Source: an optimization exercise on an open RTL-to-GDS flow (aim: small area, a short achievable clock period and few clock cycles). Production flows keep margins and buffers that such runs may drop. In this exercise RTL edits were held to simulation tests only and were not proved equivalent to the original. Power and IR drop assume default switching activity.

run a:
==> flow/design.v (excerpt) <==
module fpc_compress (
    input  wire        clk,
    input  wire        rst,           
    input  wire        start,
    input  wire        cfg_w8,        
    output wire        start_ready,
    input  wire        in_valid,
    output wire        in_ready,
    input  wire [63:0] in_data,
    input  wire        in_last,
    output reg         out_valid,
    input  wire        out_ready,
    output reg  [63:0] out_data,
    output reg  [3:0]  out_bytes,
    output reg         out_last
);
For scale: about 2900 flip-flops, roughly 140 I/O pins.
export LEC_CHECK = 0
export CAP_MARGIN = 20
export CORE_MARGIN = 2
export CORE_UTILIZATION = 40
export PLACE_DENSITY = 0.6
export SLEW_MARGIN = 20
create_clock -name core_clock -period 11.0 [get_ports {clk}]
standard.sh (not shown) runs the stock make flow with config.mk's settings and CLKGATE_MAP_FILE= SYNTH_SCRIPT=/design/flow/synth_recipe.tcl, a recipe that flattens the netlist after the stock synthesis.
==> flow/flow/run.sh <==
#!/bin/bash
set -euo pipefail
bash standard.sh SETUP_SLACK_MARGIN=7.5 finish > standard.log 2>&1
Testbench counts of run a, summed over its fixed seeds: cycles 8,120.
## Diff of input files: run b against run a
--- a/flow/design.v
+++ b/flow/design.v
@@ -40,19 +40,19 @@
         if (rst) begin
             act      <= 1'b0;
             pad_pend <= 1'b0;
             i_vld    <= 1'b0;
             in_rdy_r <= 1'b0;
             st_rdy_r <= 1'b1;
         end else begin
             act      <= act_nx;
             pad_pend <= pad_nx;
-            in_rdy_r <= act_nx && !stall_nx;
+            in_rdy_r <= act_nx && !stall_nx && !(i_vld_nx && i_fin_nx);
             st_rdy_r <= !act_nx && !(pad_nx && stall_nx);
             if (start_go) begin
                 w8_cur     <= cfg_w8;
                 par        <= 1'b0;
                 first_pend <= 1'b1;
             end
             if (in_go) begin
                 par        <= !par;
                 first_pend <= 1'b0;
@@ -221,52 +221,49 @@
             s_code <= code;
             s_tl   <= tl;
             s_x    <= res;
         end
     end
     reg b_pend;
     integer j;
     wire hdr_go = run && b_vld && b_first;
     wire a_go   = run && b_vld && b_e2;
-    wire bb_sel = b_pend && (s_tl != 4'd0);
-    wire bb_go  = run && bb_sel;
+    wire bb_go  = run && b_pend && (s_tl != 4'd0);
     wire ch_go  = hdr_go || a_go || bb_go;
-    wire both   = bb_go && s_fin && hdr_go;
-    wire b_gt8  = ({2'b00, tb} + {1'b0, s_tl}) > 5'd8;
-    wire [23:0] hdr3 = {BYTE_ORDER, LEVEL, b_w8 ? 8'd8 : 8'd4};
     reg [71:0] ch;
     reg [3:0]  ch_len;
     reg        ch_fin;
     always @(*) begin
-        if (bb_sel) begin
+        if (b_pend) begin
             ch     = {8'd0, s_x};
             ch_len = s_tl;
             ch_fin = s_fin;
         end else if (b_e2) begin
             ch     = {s_x, 8'd0};    
             ch_len = s_tl + 4'd1;
             ch_fin = b_fin && (tzf[7] || tzd[7]);
         end else begin
-            ch     = {48'd0, hdr3};
+            ch     = {48'd0, BYTE_ORDER, LEVEL, b_w8 ? 8'd8 : 8'd4};
             ch_len = 4'd3;
             ch_fin = 1'b0;
         end
     end
     reg [63:0] wd [0:2];
+    reg [63:0] od;            
     reg [2:0]  full, lastf;
     reg [3:0]  nb [0:2];
     reg [1:0]  tw;
     reg [2:0]  tb;
     reg [7:0]  tb_oh;         
     reg [7:0]  tb_ge;         
     always @(*) begin
         out_valid = full[0];
-        out_data  = wd[0];
+        out_data  = od;
         out_bytes = nb[0];
         out_last  = lastf[0];
     end
     wire         emit = full[0] && out_ready;
     wire [4:0]   sum  = {2'b00, tb} + {1'b0, ch_len};
     wire [7:0]   hbyte = {s_f, s_code, sel_d, code};
     wire         h_ins = !b_pend && b_e2;
     reg  [127:0] win;
     always @(*) begin
@@ -336,69 +333,61 @@
             if (ch_go && tw == k) begin
                 for (j = 0; j < 8; j = j + 1)
                     if (tb_ge[j]) x0[k][8*j +: 8] = win[8*j +: 8];
                 if (lo_full) begin nb0[k] = lo_nb; lf0[k] = lo_last; end
             end
             if (ch_go && tw + 2'd1 == k) begin
                 x0[k] = win[127:64];
                 if (hi_full) begin nb0[k] = hi_nb; lf0[k] = hi_last; end
             end
-            if (both && (b_gt8 ? tw + 2'd2 == k : tw + 2'd1 == k))
-                x0[k][23:0] = hdr3;
             x1[k]  = (k < 2) ? wd[k + 1] : wd[k];
             nb1[k] = (k < 2) ? nb[k + 1] : nb[k];
             lf1[k] = (k < 2) ? lastf[k + 1] : lastf[k];
             if (ch_go && tw == k + 1) begin
                 for (j = 0; j < 8; j = j + 1)
                     if (tb_ge[j]) x1[k][8*j +: 8] = win[8*j +: 8];
                 if (lo_full) begin nb1[k] = lo_nb; lf1[k] = lo_last; end
             end
             if (ch_go && tw == k) begin
                 x1[k] = win[127:64];
                 if (hi_full) begin nb1[k] = hi_nb; lf1[k] = hi_last; end
             end
-            if (both && (b_gt8 ? tw + 2'd1 == k : tw == k))
-                x1[k][23:0] = hdr3;
         end
     end
     wire [1:0] tw_00 = tw + pk0[16:15];
     wire [1:0] tw_01 = tw + pk0[16:15] - 2'd1;
     wire [1:0] tw_10 = tw + pk1[16:15];
     wire [1:0] tw_11 = tw + pk1[16:15] - 2'd1;
     wire [1:0] tw_nx = ch_fin ? (emit ? tw_11 : tw_10) : (emit ? tw_01 : tw_00);
-    wire both_nx = run ? (b_vld && b_e2 && b_fin && a_vld && a_first)
-                       : (b_pend && s_fin && b_vld && b_first);
-    wire [2:0] tb_a   = tb + 3'd1 + s_tl[2:0];
-    wire [3:0] room_a = 4'd8 - {1'b0, tb_a};
-    wire       b_fits = run ? (tl <= room_a) : !b_gt8;
-    assign stall_nx = tw_nx[1] ||
-                      (both_nx && tw_nx != 2'd0 && !(tw_nx == 2'd1 && b_fits));
+    assign stall_nx = tw_nx[1];
     always @(posedge clk) begin
         for (k = 0; k < 3; k = k + 1) begin
             wd[k]    <= emit ? x1[k]  : x0[k];
             nb[k]    <= emit ? nb1[k] : nb0[k];
             lastf[k] <= emit ? lf1[k] : lf0[k];
         end
     end
+    always @(posedge clk)
+        od <= rst ? 64'd0 : (emit ? x1[0] : x0[0]);
     always @(posedge clk) begin
         if (rst) begin
             full    <= 3'b000;
             tw      <= 2'd0;
             tb      <= 3'd0;
             tb_oh   <= 8'd1;
             tb_ge   <= 8'hff;
             stall_r <= 1'b0;
             b_pend  <= 1'b0;
         end else begin
             tw      <= tw_nx;
-            tb      <= both ? 3'd3 : tb_nx;
-            tb_oh   <= both ? 8'h08 : 8'd1 << tb_nx;
-            tb_ge   <= both ? 8'hf8 : 8'hff << tb_nx;
+            tb      <= tb_nx;
+            tb_oh   <= 8'd1 << tb_nx;
+            tb_ge   <= 8'hff << tb_nx;
             stall_r <= stall_nx;
             if (run)
                 b_pend <= a_go;
             full[0] <= (tw_nx != 2'd0);
             full[1] <= tw_nx[1];
             full[2] <= (tw_nx == 2'd3);
         end
     end
 endmodule
Findings:
Status: synthesized cell count parity (run b, run a). Between run a and run b, switching part of the total power decreased. The logic gate share of total power in run b was lower than what run a gave. Delta (run b minus run a): pre-CTS setup slack saw a decrease; required time at the endpoint of the critical path saw a decrease; final worst-path cycle share saw a decrease.
Testbench counts of run b, summed over its fixed seeds: cycles 8,162.

========
## lane 2
fpc_compress, a different RTL version from the one above (not shown whole).
Size: about 9,000 cells after synthesis, about 140 I/O pins, about 120,000 um2 of cells after synthesis.
clock: 11.0 ns
lec_check: 0
cap_margin: 20
core_margin: 2
core_utilization: 40
place_density: 0.6
slew_margin: 20
Scripts as last shown in full above: flow/flow/run.sh
Testbench counts of lane 2, summed over its fixed seeds: cycles 8,120.
Changes in lane 5 relative to lane 2:
--- a/flow/design.v
+++ b/flow/design.v
@@ -41,17 +41,17 @@
             act      <= 1'b0;
             pad_pend <= 1'b0;
             i_vld    <= 1'b0;
             in_rdy_r <= 1'b0;
             st_rdy_r <= 1'b1;
         end else begin
             act      <= act_nx;
             pad_pend <= pad_nx;
-            in_rdy_r <= act_nx && !stall_nx;
+            in_rdy_r <= act_nx && !stall_nx && !(i_vld_nx && i_fin_nx);
             st_rdy_r <= !act_nx && !(pad_nx && stall_nx);
             if (start_go) begin
                 w8_cur     <= cfg_w8;
                 par        <= 1'b0;
                 first_pend <= 1'b1;
             end
             if (in_go) begin
                 par        <= !par;
@@ -222,51 +222,46 @@
             s_tl   <= tl;
             s_x    <= res;
         end
     end
     reg b_pend;
     integer j;
     wire hdr_go = run && b_vld && b_first;
     wire a_go   = run && b_vld && b_e2;
-    wire bb_sel = b_pend && (s_tl != 4'd0);
-    wire bb_go  = run && bb_sel;
+    wire bb_go  = run && b_pend && (s_tl != 4'd0);
     wire ch_go  = hdr_go || a_go || bb_go;
-    wire both   = bb_go && s_fin && hdr_go;
-    wire b_gt8  = ({2'b00, tb} + {1'b0, s_tl}) > 5'd8;
-    wire [23:0] hdr3 = {BYTE_ORDER, LEVEL, b_w8 ? 8'd8 : 8'd4};
     reg [71:0] ch;
     reg [3:0]  ch_len;
     reg        ch_fin;
     always @(*) begin
-        if (bb_sel) begin
+        if (b_pend) begin
             ch     = {8'd0, s_x};
             ch_len = s_tl;
             ch_fin = s_fin;
         end else if (b_e2) begin
             ch     = {s_x, 8'd0};    
             ch_len = s_tl + 4'd1;
             ch_fin = b_fin && (tzf[7] || tzd[7]);
         end else begin
-            ch     = {48'd0, hdr3};
+            ch     = {48'd0, BYTE_ORDER, LEVEL, b_w8 ? 8'd8 : 8'd4};
             ch_len = 4'd3;
             ch_fin = 1'b0;
         end
     end
     reg [63:0] wd [0:2];
-    reg [63:0] od;            
     reg [2:0]  full, lastf;
     reg [3:0]  nb [0:2];
     reg [1:0]  tw;
     reg [2:0]  tb;
     reg [7:0]  tb_oh;         
     reg [7:0]  tb_ge;         
     always @(*) begin
         out_valid = full[0];
-        out_data  = od;
+        out_data  = wd[0];
         out_bytes = nb[0];
         out_last  = lastf[0];
     end
     wire         emit = full[0] && out_ready;
     wire [4:0]   sum  = {2'b00, tb} + {1'b0, ch_len};
     wire [7:0]   hbyte = {s_f, s_code, sel_d, code};
     wire         h_ins = !b_pend && b_e2;
     reg  [127:0] win;
@@ -338,69 +333,57 @@
                 for (j = 0; j < 8; j = j + 1)
                     if (tb_ge[j]) x0[k][8*j +: 8] = win[8*j +: 8];
                 if (lo_full) begin nb0[k] = lo_nb; lf0[k] = lo_last; end
             end
             if (ch_go && tw + 2'd1 == k) begin
                 x0[k] = win[127:64];
                 if (hi_full) begin nb0[k] = hi_nb; lf0[k] = hi_last; end
             end
-            if (both && (b_gt8 ? tw + 2'd2 == k : tw + 2'd1 == k))
-                x0[k][23:0] = hdr3;
             x1[k]  = (k < 2) ? wd[k + 1] : wd[k];
             nb1[k] = (k < 2) ? nb[k + 1] : nb[k];
             lf1[k] = (k < 2) ? lastf[k + 1] : lastf[k];
             if (ch_go && tw == k + 1) begin
                 for (j = 0; j < 8; j = j + 1)
                     if (tb_ge[j]) x1[k][8*j +: 8] = win[8*j +: 8];
                 if (lo_full) begin nb1[k] = lo_nb; lf1[k] = lo_last; end
             end
             if (ch_go && tw == k) begin
                 x1[k] = win[127:64];
                 if (hi_full) begin nb1[k] = hi_nb; lf1[k] = hi_last; end
             end
-            if (both && (b_gt8 ? tw + 2'd1 == k : tw == k))
-                x1[k][23:0] = hdr3;
         end
     end
     wire [1:0] tw_00 = tw + pk0[16:15];
     wire [1:0] tw_01 = tw + pk0[16:15] - 2'd1;
     wire [1:0] tw_10 = tw + pk1[16:15];
     wire [1:0] tw_11 = tw + pk1[16:15] - 2'd1;
     wire [1:0] tw_nx = ch_fin ? (emit ? tw_11 : tw_10) : (emit ? tw_01 : tw_00);
-    wire both_nx = run ? (b_vld && b_e2 && b_fin && a_vld && a_first)
-                       : (b_pend && s_fin && b_vld && b_first);
-    wire [2:0] tb_a   = tb + 3'd1 + s_tl[2:0];
-    wire [3:0] room_a = 4'd8 - {1'b0, tb_a};
-    wire       b_fits = run ? (tl <= room_a) : !b_gt8;
-    assign stall_nx = tw_nx[1] ||
-                      (both_nx && tw_nx != 2'd0 && !(tw_nx == 2'd1 && b_fits));
+    assign stall_nx = tw_nx[1];
     always @(posedge clk) begin
         for (k = 0; k < 3; k = k + 1) begin
             wd[k]    <= emit ? x1[k]  : x0[k];
             nb[k]    <= emit ? nb1[k] : nb0[k];
             lastf[k] <= emit ? lf1[k] : lf0[k];
         end
     end
-    always @(posedge clk)
-        od <= rst ? 64'd0 : (emit ? x1[0] : x0[0]);
     always @(posedge clk) begin
         if (rst) begin
             full    <= 3'b000;
             tw      <= 2'd0;
             tb      <= 3'd0;
             tb_oh   <= 8'd1;
             tb_ge   <= 8'hff;
             stall_r <= 1'b0;
             b_pend  <= 1'b0;
         end else begin
             tw      <= tw_nx;
-            tb      <= both ? 3'd3 : tb_nx;
-            tb_oh   <= both ? 8'h08 : 8'd1 << tb_nx;
-            tb_ge   <= both ? 8'hf8 : 8'hff << tb_nx;
+            tb      <= tb_nx;
+            tb_oh   <= 8'd1 << tb_nx;
+            tb_ge   <= 8'hff << tb_nx;
             stall_r <= stall_nx;
             if (run)
                 b_pend <= a_go;
             full[0] <= (tw_nx != 2'd0);
             full[1] <= tw_nx[1];
             full[2] <= (tw_nx == 2'd3);
         end
     end
Findings:
Per the comparison of lane 5 with lane 2, total power consumption of the routed design dropped 7.4%; number of global-route vias before repair lower; wire length reported by the detailed router shrank by 2.0%; power share of the clock group went up 0.8 points. Lane 5 ends up with a via density per instance that is 2.6% higher than in lane 2. [compare] base=lane 2 new=lane 5: effective utilization at floorplan neither gained nor lost much, required time reported for the critical path endpoint went down, least setup slack across all paths after layout increased by 0.43 ns relative to the old numbers. Taking lane 2 as the reference, in lane 5 detailed-route wire length on metal 1 dropped 2.7 mm; layout buffer count excluding clock buffers dropped about 26%; share of the final layout cell area in sequential cells climbed 2.7 points; critical path data arrival time dropped 3.43 ns. In the tables for lane 2 and lane 5, post-CTS setup buffer count reads higher with lane 2.
Testbench counts of lane 5, summed over its fixed seeds: cycles 8,162.

========
Setup of pepper:
fpc_compress with an RTL version that a note above also has.
Size: roughly 2900 flip-flops, about 140 I/O pins, about 120000 µm² of cells after synthesis.
==> flow/config.mk <==
export PLATFORM = sky130hd
export DESIGN_NAME = fpc_compress
export DESIGN_NICKNAME = fpc_compress
export VERILOG_FILES = /design/flow/design.v
export SDC_FILE = /design/flow/constraint.sdc
export NUM_CORES = 4
export LEC_CHECK = 0
export CAP_MARGIN = 20
export CORE_MARGIN = 2
export CORE_UTILIZATION = 40
export PLACE_DENSITY = 0.6
export SLEW_MARGIN = 20
==> flow/constraint.sdc <==
create_clock -name core_clock -period 11.0 [get_ports {clk}]
set_input_delay 2.2000 -clock core_clock [delete_from_list [all_inputs] [get_ports {clk}]]
set_output_delay 2.2000 -clock core_clock [all_outputs]
set_load 0.01 [all_outputs]
==> flow/flow/run.sh <==
#!/bin/bash
set -euo pipefail
bash standard.sh SETUP_SLACK_MARGIN=7.75 finish > standard.log 2>&1
Testbench counts of pepper, summed over its fixed seeds: cycles 8,162.
#### Input delta (xenon over pepper)
-- flow/design.v --
<<< pepper, line 47
            act      <= act_nx;
            pad_pend <= pad_nx;
            in_rdy_r <= act_nx && !stall_nx && !(i_vld_nx && i_fin_nx);
            st_rdy_r <= !act_nx && !(pad_nx && stall_nx);
            if (start_go) begin
>>> xenon, line 47
            act      <= act_nx;
            pad_pend <= pad_nx;
            in_rdy_r <= act_nx && !stall_nx;
            st_rdy_r <= !act_nx && !(pad_nx && stall_nx);
            if (start_go) begin
<<< pepper, line 228
    wire hdr_go = run && b_vld && b_first;
    wire a_go   = run && b_vld && b_e2;
    wire bb_go  = run && b_pend && (s_tl != 4'd0);
    wire ch_go  = hdr_go || a_go || bb_go;
    reg [71:0] ch;
    reg [3:0]  ch_len;
    reg        ch_fin;
    always @(*) begin
        if (b_pend) begin
            ch     = {8'd0, s_x};
            ch_len = s_tl;
>>> xenon, line 228
    wire hdr_go = run && b_vld && b_first;
    wire a_go   = run && b_vld && b_e2;
    wire bb_sel = b_pend && (s_tl != 4'd0);
    wire bb_go  = run && bb_sel;
    wire ch_go  = hdr_go || a_go || bb_go;
    wire both   = bb_go && s_fin && hdr_go;
    wire b_gt8  = ({2'b00, tb} + {1'b0, s_tl}) > 5'd8;
    wire [23:0] hdr3 = {BYTE_ORDER, LEVEL, b_w8 ? 8'd8 : 8'd4};
    reg [71:0] ch;
    reg [3:0]  ch_len;
    reg        ch_fin;
    always @(*) begin
        if (bb_sel) begin
            ch     = {8'd0, s_x};
            ch_len = s_tl;
<<< pepper, line 243
            ch_fin = b_fin && (tzf[7] || tzd[7]);
        end else begin
            ch     = {48'd0, BYTE_ORDER, LEVEL, b_w8 ? 8'd8 : 8'd4};
            ch_len = 4'd3;
            ch_fin = 1'b0;
>>> xenon, line 247
            ch_fin = b_fin && (tzf[7] || tzd[7]);
        end else begin
            ch     = {48'd0, hdr3};
            ch_len = 4'd3;
            ch_fin = 1'b0;
<<< pepper, line 249
    end
    reg [63:0] wd [0:2];
    reg [2:0]  full, lastf;
    reg [3:0]  nb [0:2];
>>> xenon, line 253
    end
    reg [63:0] wd [0:2];
    reg [63:0] od;            
    reg [2:0]  full, lastf;
    reg [3:0]  nb [0:2];
<<< pepper, line 257
    always @(*) begin
        out_valid = full[0];
        out_data  = wd[0];
        out_bytes = nb[0];
        out_last  = lastf[0];
>>> xenon, line 262
    always @(*) begin
        out_valid = full[0];
        out_data  = od;
        out_bytes = nb[0];
        out_last  = lastf[0];
<<< pepper, line 339
                if (hi_full) begin nb0[k] = hi_nb; lf0[k] = hi_last; end
            end
            x1[k]  = (k < 2) ? wd[k + 1] : wd[k];
            nb1[k] = (k < 2) ? nb[k + 1] : nb[k];
>>> xenon, line 344
                if (hi_full) begin nb0[k] = hi_nb; lf0[k] = hi_last; end
            end
            if (both && (b_gt8 ? tw + 2'd2 == k : tw + 2'd1 == k))
                x0[k][23:0] = hdr3;
            x1[k]  = (k < 2) ? wd[k + 1] : wd[k];
            nb1[k] = (k < 2) ? nb[k + 1] : nb[k];
<<< pepper, line 351
                if (hi_full) begin nb1[k] = hi_nb; lf1[k] = hi_last; end
            end
        end
    end
>>> xenon, line 358
                if (hi_full) begin nb1[k] = hi_nb; lf1[k] = hi_last; end
            end
            if (both && (b_gt8 ? tw + 2'd1 == k : tw == k))
                x1[k][23:0] = hdr3;
        end
    end
<<< pepper, line 358
    wire [1:0] tw_11 = tw + pk1[16:15] - 2'd1;
    wire [1:0] tw_nx = ch_fin ? (emit ? tw_11 : tw_10) : (emit ? tw_01 : tw_00);
    assign stall_nx = tw_nx[1];
    always @(posedge clk) begin
        for (k = 0; k < 3; k = k + 1) begin
>>> xenon, line 367
    wire [1:0] tw_11 = tw + pk1[16:15] - 2'd1;
    wire [1:0] tw_nx = ch_fin ? (emit ? tw_11 : tw_10) : (emit ? tw_01 : tw_00);
    wire both_nx = run ? (b_vld && b_e2 && b_fin && a_vld && a_first)
                       : (b_pend && s_fin && b_vld && b_first);
    wire [2:0] tb_a   = tb + 3'd1 + s_tl[2:0];
    wire [3:0] room_a = 4'd8 - {1'b0, tb_a};
    wire       b_fits = run ? (tl <= room_a) : !b_gt8;
    assign stall_nx = tw_nx[1] ||
                      (both_nx && tw_nx != 2'd0 && !(tw_nx == 2'd1 && b_fits));
    always @(posedge clk) begin
        for (k = 0; k < 3; k = k + 1) begin
<<< pepper, line 366
        end
    end
    always @(posedge clk) begin
        if (rst) begin
>>> xenon, line 381
        end
    end
    always @(posedge clk)
        od <= (tw_nx != 2'd0) ? (emit ? x1[0] : x0[0]) : 64'd0;
    always @(posedge clk) begin
        if (rst) begin
<<< pepper, line 377
        end else begin
            tw      <= tw_nx;
            tb      <= tb_nx;
            tb_oh   <= 8'd1 << tb_nx;
            tb_ge   <= 8'hff << tb_nx;
            stall_r <= stall_nx;
            if (run)
>>> xenon, line 394
        end else begin
            tw      <= tw_nx;
            tb      <= both ? 3'd3 : tb_nx;
            tb_oh   <= both ? 8'h08 : 8'd1 << tb_nx;
            tb_ge   <= both ? 8'hf8 : 8'hff << tb_nx;
            stall_r <= stall_nx;
            if (run)
### Flow results
The core of xenon is more densely filled than that of pepper.
Compared with pepper, xenon ends up with more cell area.
Fmax for xenon: about 17% down relative to pepper
Between xenon and pepper, the final worst hold slack figures differ only marginally.
Across both runs, parity-gate share of the synthesized area counting xor and xnor cells was higher for xenon than for pepper.
Going from pepper to xenon, stage delay of the slowest cell on the critical path shrinks by 0.11 ns.
In xenon, the length of routed wiring on met1 came out about 2.7% above the value in pepper.
Wire length: lower on pepper
Diff pepper -> xenon: via count went up by about 4.6%, overall overflow remaining after global route saw little to no change, proportion of cell area occupied by multi-input gates went up by 1.7 points, storage element area now sits higher.
Testbench counts of xenon, summed over its fixed seeds: cycles 8,120.

==> what the ideal ports hide <==
No port has a modelled driver above. Below, the same layouts with a new extraction and two added sets of constraints. Step 1: set_driving_cell puts a clkbuf_16 on clk and a buf_2 on each other input, an assumption about the parent block. Step 2 times the ports against the registers' clock, not the clock port: input delays grow and output delays shrink by t, the midpoint of the rising clock arrivals with the driver on. a / b / c = ideal / step 1 / step 2; a / b = the first two.
| run | t, ns | setup WS [ns] | worst register clock-pin slew, ns | worst data-port slew with drivers (ns) |
|---|---|---|---|---|
| run a | 0.960 | 7.022 / 7.022 / 6.304 | 0.07 / 0.07 | 0.11 |
| run b | 0.942 | 7.226 / 7.226 / 6.642 | 0.07 / 0.07 | 0.05 |
| lane 2 | 1.014 | 6.833 / 6.833 / 6.627 | 0.07 / 0.07 | 0.04 |
| lane 5 | 0.927 | 7.259 / 7.169 / 6.652 | 0.07 / 0.07 | 0.11 |
| pepper | 0.945 | 7.265 / 7.168 / 6.586 | 0.07 / 0.07 | 0.12 |
| xenon | 0.955 | 6.494 / 6.494 / 6.494 | 0.07 / 0.07 | 0.05 |
After both steps setup and hold are still met in every run listed. The setup slack of run a, which loses most, moves by 0.000 ns with the drivers and by -0.718 ns with both steps.
